What follows belongs to an exercise in optimizing a design on an open flow for small area, a short achievable clock period and few clock cycles; a production flow would make more cautious choices.
Where RTL was checked, it was by simulation tests only, not by an equivalence proof against the original.

## old
// phpb_serial
module phpb_serial (
    input  wire        clk,
    input  wire        rst,             
    input  wire        cfg_guard_en,    
    input  wire [16:0] cfg_max_len,     
    input  wire        cfg_drop_zero,   
    input  wire        rx_in_valid,
    output wire        rx_in_ready,
    input  wire [7:0]  rx_in_data,
    input  wire        rx_in_last,      
    output wire        rx_out_valid,
    input  wire        rx_out_ready,
    output wire [7:0]  rx_out_data,
    output wire        rx_out_sop,
    output wire        rx_out_eop,
    output wire [47:0] rx_out_hdr,      
    output wire [16:0] rx_out_tlen,     
    input  wire        tx_in_valid,
    output wire        tx_in_ready,
    input  wire [7:0]  tx_in_data,
    output wire        tx_out_valid,
    input  wire        tx_out_ready,
    output wire [7:0]  tx_out_data,
    output reg  [15:0] cnt_rx_pkt,
    output reg  [15:0] cnt_malformed,
    output reg  [15:0] cnt_zero_drop
);
Size: roughly 210 flip-flops, ~180 I/O pins, roughly 0.0096 sq mm of cells after synthesis.
export LEC_CHECK = 0
export CAP_MARGIN = 20
export CORE_MARGIN = 2
export CORE_UTILIZATION = 40
export SETUP_SLACK_MARGIN = 3.5
export SLEW_MARGIN = 20
create_clock -name core_clock -period 6.0 [get_ports {clk}]
standard.sh (not shown) runs the stock make flow with config.mk's settings and CLKGATE_MAP_FILE= SYNTH_SCRIPT=/design/flow/synth_recipe.tcl, a recipe that flattens the netlist after the stock synthesis.
==> flow/flow/run.sh <==
#!/bin/bash
# Standard layout, with the port buffers made from buf_2 cells instead of the
# resizer's default choice. Full tool output goes to flow_standard.log.
set -euo pipefail
export BUFFER_PORTS_ARGS="-buffer_cell sky130_fd_sc_hd__buf_2"
bash standard.sh > flow_standard.log 2>&1
old went all the way through synthesis, placement and routing and the layout is clean on timing, DRC and antenna.
## Diff of input files: new against old
--- a/flow/config.mk
+++ b/flow/config.mk
@@ -10,2 +10,4 @@
 export CORE_UTILIZATION = 40
+export CTS_CLUSTER_DIAMETER = 100
+export CTS_CLUSTER_SIZE = 50
 export SETUP_SLACK_MARGIN = 3.5
==> notes.md <==
Layout overhead on the synthesized area (lower): new
Of new and old, new shows the higher final worst-path cycle share, with old below it.
Compare new and old | maximum cell stage delay along the critical path lower: old
new vs. old: final wirelength -about 3.2%, per-cell via count in the routed design +0.018, clock-buffer cell count -27.
Function was not checked in any run of this note: the RTL went through the layout flow alone.

---

The RTL this note starts from:
==> flow/design.v <==
module phpb_serial (
    input  wire        clk,
    input  wire        rst,             
    input  wire        cfg_guard_en,    
    input  wire [16:0] cfg_max_len,     
    input  wire        cfg_drop_zero,   
    input  wire        rx_in_valid,
    output wire        rx_in_ready,
    input  wire [7:0]  rx_in_data,
    input  wire        rx_in_last,      
    output wire        rx_out_valid,
    input  wire        rx_out_ready,
    output wire [7:0]  rx_out_data,
    output wire        rx_out_sop,
    output wire        rx_out_eop,
    output wire [47:0] rx_out_hdr,      
    output wire [16:0] rx_out_tlen,     
    input  wire        tx_in_valid,
    output wire        tx_in_ready,
    input  wire [7:0]  tx_in_data,
    output wire        tx_out_valid,
    input  wire        tx_out_ready,
    output wire [7:0]  tx_out_data,
    output reg  [15:0] cnt_rx_pkt,
    output reg  [15:0] cnt_malformed,
    output reg  [15:0] cnt_zero_drop
);
    reg [15:0] m;           
    reg        g_never;     
    reg        g_always;    
    reg        dz;
    always @(posedge clk) begin
        m        <= cfg_max_len[15:0] - 16'd7;
        g_never  <= !cfg_guard_en || (cfg_max_len >= 17'd65542);
        g_always <= cfg_guard_en && (cfg_max_len < 17'd7);
        dz       <= cfg_drop_zero;
    end
    reg       rdy;
    reg       ib_v;
    reg [7:0] ib_d;
    reg       ib_l;
    reg       ib_ff;
    reg       ib_00;
    reg       ib_gt;        
    wire take = rx_in_valid && rdy;
    assign rx_in_ready = rdy;
    reg        pend;        
    reg        body;        
    reg        disc;        
    reg        drop;        
    reg [2:0]  hc;          
    reg [5:0]  tt;          
    reg [5:0]  ct;          
    reg [47:0] sr;          
    reg        tl_a, tl_b;  
    reg        zf;          
    reg [16:0] remain;      
    reg        rend;        
    reg        ov, osop, oeop;
    reg [7:0]  od;
    reg        ev_pkt, ev_mal, ev_zero;
    wire hdr = !body && !disc;
    wire other  = !ib_ff && !ib_00;
    wire absorb = !pend && ib_ff;           
    wire split  = pend && other;            
    wire [7:0] tdata = pend ? {8{!ib_00}} : ib_d;
    wire tlast  = ib_l && !split;
    wire tgt_lo = split ? (m[7:0] != 8'hFF) : ib_gt;
    wire too_long = tl_a || (tl_b && tgt_lo);
    wire [5:0] tsel = tt & ~{1'b0, tt[5:1]};
    wire [7:0] top_byte = ({8{tsel[0]}} & sr[7:0])   | ({8{tsel[1]}} & sr[15:8])  |
                          ({8{tsel[2]}} & sr[23:16]) | ({8{tsel[3]}} & sr[31:24]) |
                          ({8{tsel[4]}} & sr[39:32]) | ({8{tsel[5]}} & sr[47:40]);
    wire [16:0] tlen_new = {1'b0, sr[7:0], tdata} + 17'd7;
    wire hc5   = (hc == 3'd5);
    wire ofree = !ov || rx_out_ready;
    wire acc = ib_v && (absorb || disc ||
                        (hdr  && !tt[5] && (!hc5 || (!ct[0] && !ov))) ||
                        (body && (drop || (!tt[5] && !(ov && osop)))));
    wire tok      = acc && !absorb;             
    wire push     = tok && (hdr || (body && !drop));
    wire complete = tok && hdr && hc5;
    wire zdrop    = dz && zf;
    wire hdr_ok   = complete && !too_long && !zdrop;
    wire hdr_bad  = complete && too_long;
    wire btok     = tok && body;
    wire body_end = btok && rend;
    wire cons     = acc && !split;
    wire load     = ofree && (ct[0] || hdr_ok);
    wire bpush    = push && body;
    wire       n_pend = acc ? absorb : pend;
    wire       n_body = complete ? !too_long : (body && !body_end);
    wire       n_disc = complete ? (too_long && !tlast) : (disc && !(acc && tlast));
    wire       n_drop = complete ? zdrop : drop;
    wire [2:0] n_hc   = complete ? 3'd0 : ((tok && hdr) ? hc + 3'd1 : hc);
    wire       n_ov   = load || (ov && !rx_out_ready);
    wire       n_osop = load ? hdr_ok : osop;
    wire [5:0] n_tt   = (complete && !hdr_ok) ? 6'd0 :
                        (push && !load)      ? {tt[4:0], 1'b1} :
                        (load && !push)      ? {1'b0, tt[5:1]} : tt;
    wire [5:0] n_ct   = hdr_ok              ? 6'b011111 :
                        (bpush && !load)     ? {ct[4:0], 1'b1} :
                        (load && !bpush)     ? {1'b0, ct[5:1]} : ct;
    wire       n_ibv  = take || (ib_v && !cons);
    wire       n_ff   = take ? (rx_in_data == 8'hFF) : ib_ff;
    wire       n_00   = take ? (rx_in_data == 8'h00) : ib_00;
    wire       n_hdr  = !n_body && !n_disc;
    wire       n_hc5  = (n_hc == 3'd5);
    wire g_cons = !(n_pend && !n_ff && !n_00) &&
                  (n_disc || (!n_pend && n_ff) ||
                   (n_hdr  && !n_tt[5] && (!n_hc5 || (!n_ct[0] && !n_ov))) ||
                   (n_body && (n_drop || (!n_tt[5] && !(n_ov && n_osop)))));
    always @(posedge clk) begin
        if (take) begin
            ib_d  <= rx_in_data;
            ib_l  <= rx_in_last;
            ib_ff <= (rx_in_data == 8'hFF);
            ib_00 <= (rx_in_data == 8'h00);
            ib_gt <= (rx_in_data > m[7:0]);
        end
        if (push)
            sr <= {sr[39:0], tdata};
        if (tok && hdr) begin
            if (hc == 3'd0) zf <= (tdata == 8'h00);
            if (hc == 3'd4) begin
                tl_a <= g_always || (!g_never && (tdata > m[15:8]));
                tl_b <= !g_always && !g_never && (tdata == m[15:8]);
            end
        end
        if (complete) begin
            remain <= tlen_new;
            rend   <= (sr[7:0] == 8'h00) && (tdata == 8'h00);
        end else if (btok) begin
            remain <= remain - 17'd1;
            rend   <= (remain == 17'd8);
        end
        if (load) begin
            od   <= top_byte;
            osop <= hdr_ok;
            oeop <= !body && ct[0] && !ct[1];
        end
        if (rst) begin
            rdy     <= 1'b1;
            ib_v    <= 1'b0;
            pend    <= 1'b0;
            body    <= 1'b0;
            disc    <= 1'b0;
            drop    <= 1'b0;
            hc      <= 3'd0;
            tt      <= 6'd0;
            ct      <= 6'd0;
            ov      <= 1'b0;
            ev_pkt  <= 1'b0;
            ev_mal  <= 1'b0;
            ev_zero <= 1'b0;
        end else begin
            rdy     <= !n_ibv || g_cons;
            ib_v    <= n_ibv;
            pend    <= n_pend;
            body    <= n_body;
            disc    <= n_disc;
            drop    <= n_drop;
            hc      <= n_hc;
            tt      <= n_tt;
            ct      <= n_ct;
            ov      <= n_ov;
            ev_pkt  <= body_end && !drop;
            ev_mal  <= hdr_bad;
            ev_zero <= body_end && drop;
        end
    end
    always @(posedge clk) begin
        if (rst) begin
            cnt_rx_pkt    <= 16'd0;
            cnt_malformed <= 16'd0;
            cnt_zero_drop <= 16'd0;
        end else begin
            if (ev_pkt && cnt_rx_pkt != 16'hFFFF)
                cnt_rx_pkt <= cnt_rx_pkt + 16'd1;
            if (ev_mal && cnt_malformed != 16'hFFFF)
                cnt_malformed <= cnt_malformed + 16'd1;
            if (ev_zero && cnt_zero_drop != 16'hFFFF)
                cnt_zero_drop <= cnt_zero_drop + 16'd1;
        end
    end
    assign rx_out_valid = ov;
    assign rx_out_data  = od;
    assign rx_out_sop   = osop;
    assign rx_out_eop   = oeop;
    assign rx_out_hdr   = sr;
    assign rx_out_tlen  = remain;
    reg       trdy;
    reg       tov;
    reg [7:0] tod;
    reg       tpv, tpb;
    reg       sv;
    reg [7:0] sd;
    wire ttake  = tx_in_valid && trdy;
    wire tofree = !tov || tx_out_ready;
    wire in_sp  = (tx_in_data == 8'hFF) || (tx_in_data == 8'h00);
    wire sd_sp  = (sd == 8'hFF) || (sd == 8'h00);
    wire tdirect = tofree && !tpv && !sv;
    reg  n_sv;
    always @(*) begin
        n_sv = sv;
        if (tofree && !tpv && sv)
            n_sv = 1'b0;
        if (ttake && !tdirect)
            n_sv = 1'b1;
    end
    assign tx_in_ready = trdy;
    always @(posedge clk) begin
        if (tofree) begin
            if (tpv) begin
                tod <= {8{tpb}};
            end else if (sv) begin
                tod <= sd_sp ? 8'hFF : sd;
                tpb <= sd[0];
            end else if (ttake) begin
                tod <= in_sp ? 8'hFF : tx_in_data;
                tpb <= tx_in_data[0];
            end
        end
        if (ttake && !tdirect)
            sd <= tx_in_data;
        if (rst) begin
            trdy <= 1'b1;
            tov  <= 1'b0;
            tpv  <= 1'b0;
            sv   <= 1'b0;
        end else begin
            if (tofree) begin
                if (tpv) begin
                    tov <= 1'b1;
                    tpv <= 1'b0;
                end else if (sv) begin
                    tov <= 1'b1;
                    tpv <= sd_sp;
                end else if (ttake) begin
                    tov <= 1'b1;
                    tpv <= in_sp;
                end else begin
                    tov <= 1'b0;
                end
            end
            sv   <= n_sv;
            trdy <= !n_sv;
        end
    end
    assign tx_out_valid = tov;
    assign tx_out_data  = tod;
endmodule
==> flow/config.mk <==
export PLATFORM = sky130hd
export DESIGN_NAME = phpb_serial
export DESIGN_NICKNAME = phpb_serial
export VERILOG_FILES = /design/flow/design.v
export SDC_FILE = /design/flow/constraint.sdc
export NUM_CORES = 4
export LEC_CHECK = 0
export CAP_MARGIN = 20
export CORE_MARGIN = 2
export CORE_UTILIZATION = 40
export SETUP_SLACK_MARGIN = 3.5
export SLEW_MARGIN = 20
==> flow/constraint.sdc <==
create_clock -name core_clock -period 6.0 [get_ports {clk}]
set_input_delay 1.2000 -clock core_clock [delete_from_list [all_inputs] [get_ports {clk}]]
set_output_delay 1.2000 -clock core_clock [all_outputs]
set_load 0.01 [all_outputs]
==> flow/flow/run.sh <==
#!/bin/bash
# Standard layout, with the port buffers made from buf_1 cells instead of the
# resizer's default choice. Full tool output goes to flow_standard.log.
set -euo pipefail
export BUFFER_PORTS_ARGS="-buffer_cell sky130_fd_sc_hd__buf_1"
bash standard.sh > flow_standard.log 2>&1
Testbench counts at the start, summed over its fixed seeds: cycles 123,313.
Change:
==> flow/run.sh (new file) <==
#!/bin/bash
# synth_recipe.tcl (not shown) runs the flow's synth.tcl, then flattens the netlist and writes it again
# the make line also repeats each setting of config.mk as NAME=value (left out here)
make -C /OpenROAD-flow-scripts/flow DESIGN_CONFIG=/design/flow/config.mk WORK_HOME=/design/flow/orfs CLKGATE_MAP_FILE= SYNTH_SCRIPT=/design/flow/synth_recipe.tcl finish
removed: flow/flow/run.sh
removed: flow/standard.sh
=>
- The new run went through all stages and came out clean
- non-clock buffer count came out higher by 24
- wire length went up by a few percent
- sequential share of layout area went down by 3.8 points
- sequential cell count is unchanged
- first-iteration DRC count shrinks by about a fifth
Change:
==> flow/flow/run.sh (new file) <==
#!/bin/bash
# Standard layout, with the port buffers made from buf_2 cells instead of the
# resizer's default choice. Full tool output goes to flow_standard.log.
set -euo pipefail
export BUFFER_PORTS_ARGS="-buffer_cell sky130_fd_sc_hd__buf_2"
bash standard.sh > flow_standard.log 2>&1
==> flow/standard.sh (new file) <==
#!/bin/bash
# synth_recipe.tcl (not shown) runs the flow's synth.tcl, then flattens the netlist and writes it again
# the make line also repeats each setting of config.mk as NAME=value (left out here)
make -C /OpenROAD-flow-scripts/flow DESIGN_CONFIG=/design/flow/config.mk WORK_HOME=/design/flow/orfs CLKGATE_MAP_FILE= SYNTH_SCRIPT=/design/flow/synth_recipe.tcl "${@:-finish}"
Settings changed: CORE_UTILIZATION 40 to 55, SETUP_SLACK_MARGIN 3.5 to 3.8.
removed: flow/run.sh
Non-clock buffer count rose by 111.
Area after synthesis is unchanged.
Maximum frequency fell by 1.0%.
Core utilization rose by 25 points.

static timing again, ports no longer ideal:
In the flow no input, the clock included, has a driving cell. The finished layouts below were timed again as built, in two steps.
Step 1 assumes that a clkbuf_16 drives the clock port and a buf_2 every other input.
Step 2, shift: input delay + t, output delay - t, t = (earliest + latest rising clock arrival at the registers) / 2. This alone moves slack from input paths to output paths.
Three values: no drivers, after step 1, after step 2; two values: the first two.
| run | t (ns) | setup WS [ns] | hold WS [ns] |
|---|---|---|---|
| old | 0.546 | 3.424 / 3.424 / 3.022 | 0.480 / 0.480 / 0.480 |
| new | 0.506 | 3.382 / 3.382 / 3.131 | 0.488 / 0.488 / 0.488 |
| the first run of note 2 | 0.565 | 3.366 / 3.366 / 2.997 | 0.482 / 0.482 / 0.482 |
| the second run of note 2 | 0.545 | 3.451 / 3.451 / 2.955 | 0.483 / 0.483 / 0.483 |
| the third run of note 2 | 0.547 | 3.426 / 3.426 / 3.154 | 0.484 / 0.484 / 0.484 |
After both steps every run listed still meets setup and hold. For the second run of note 2, which loses most, drivers alone change the setup slack by 0.000 ns; drivers and shift together by -0.496 ns.
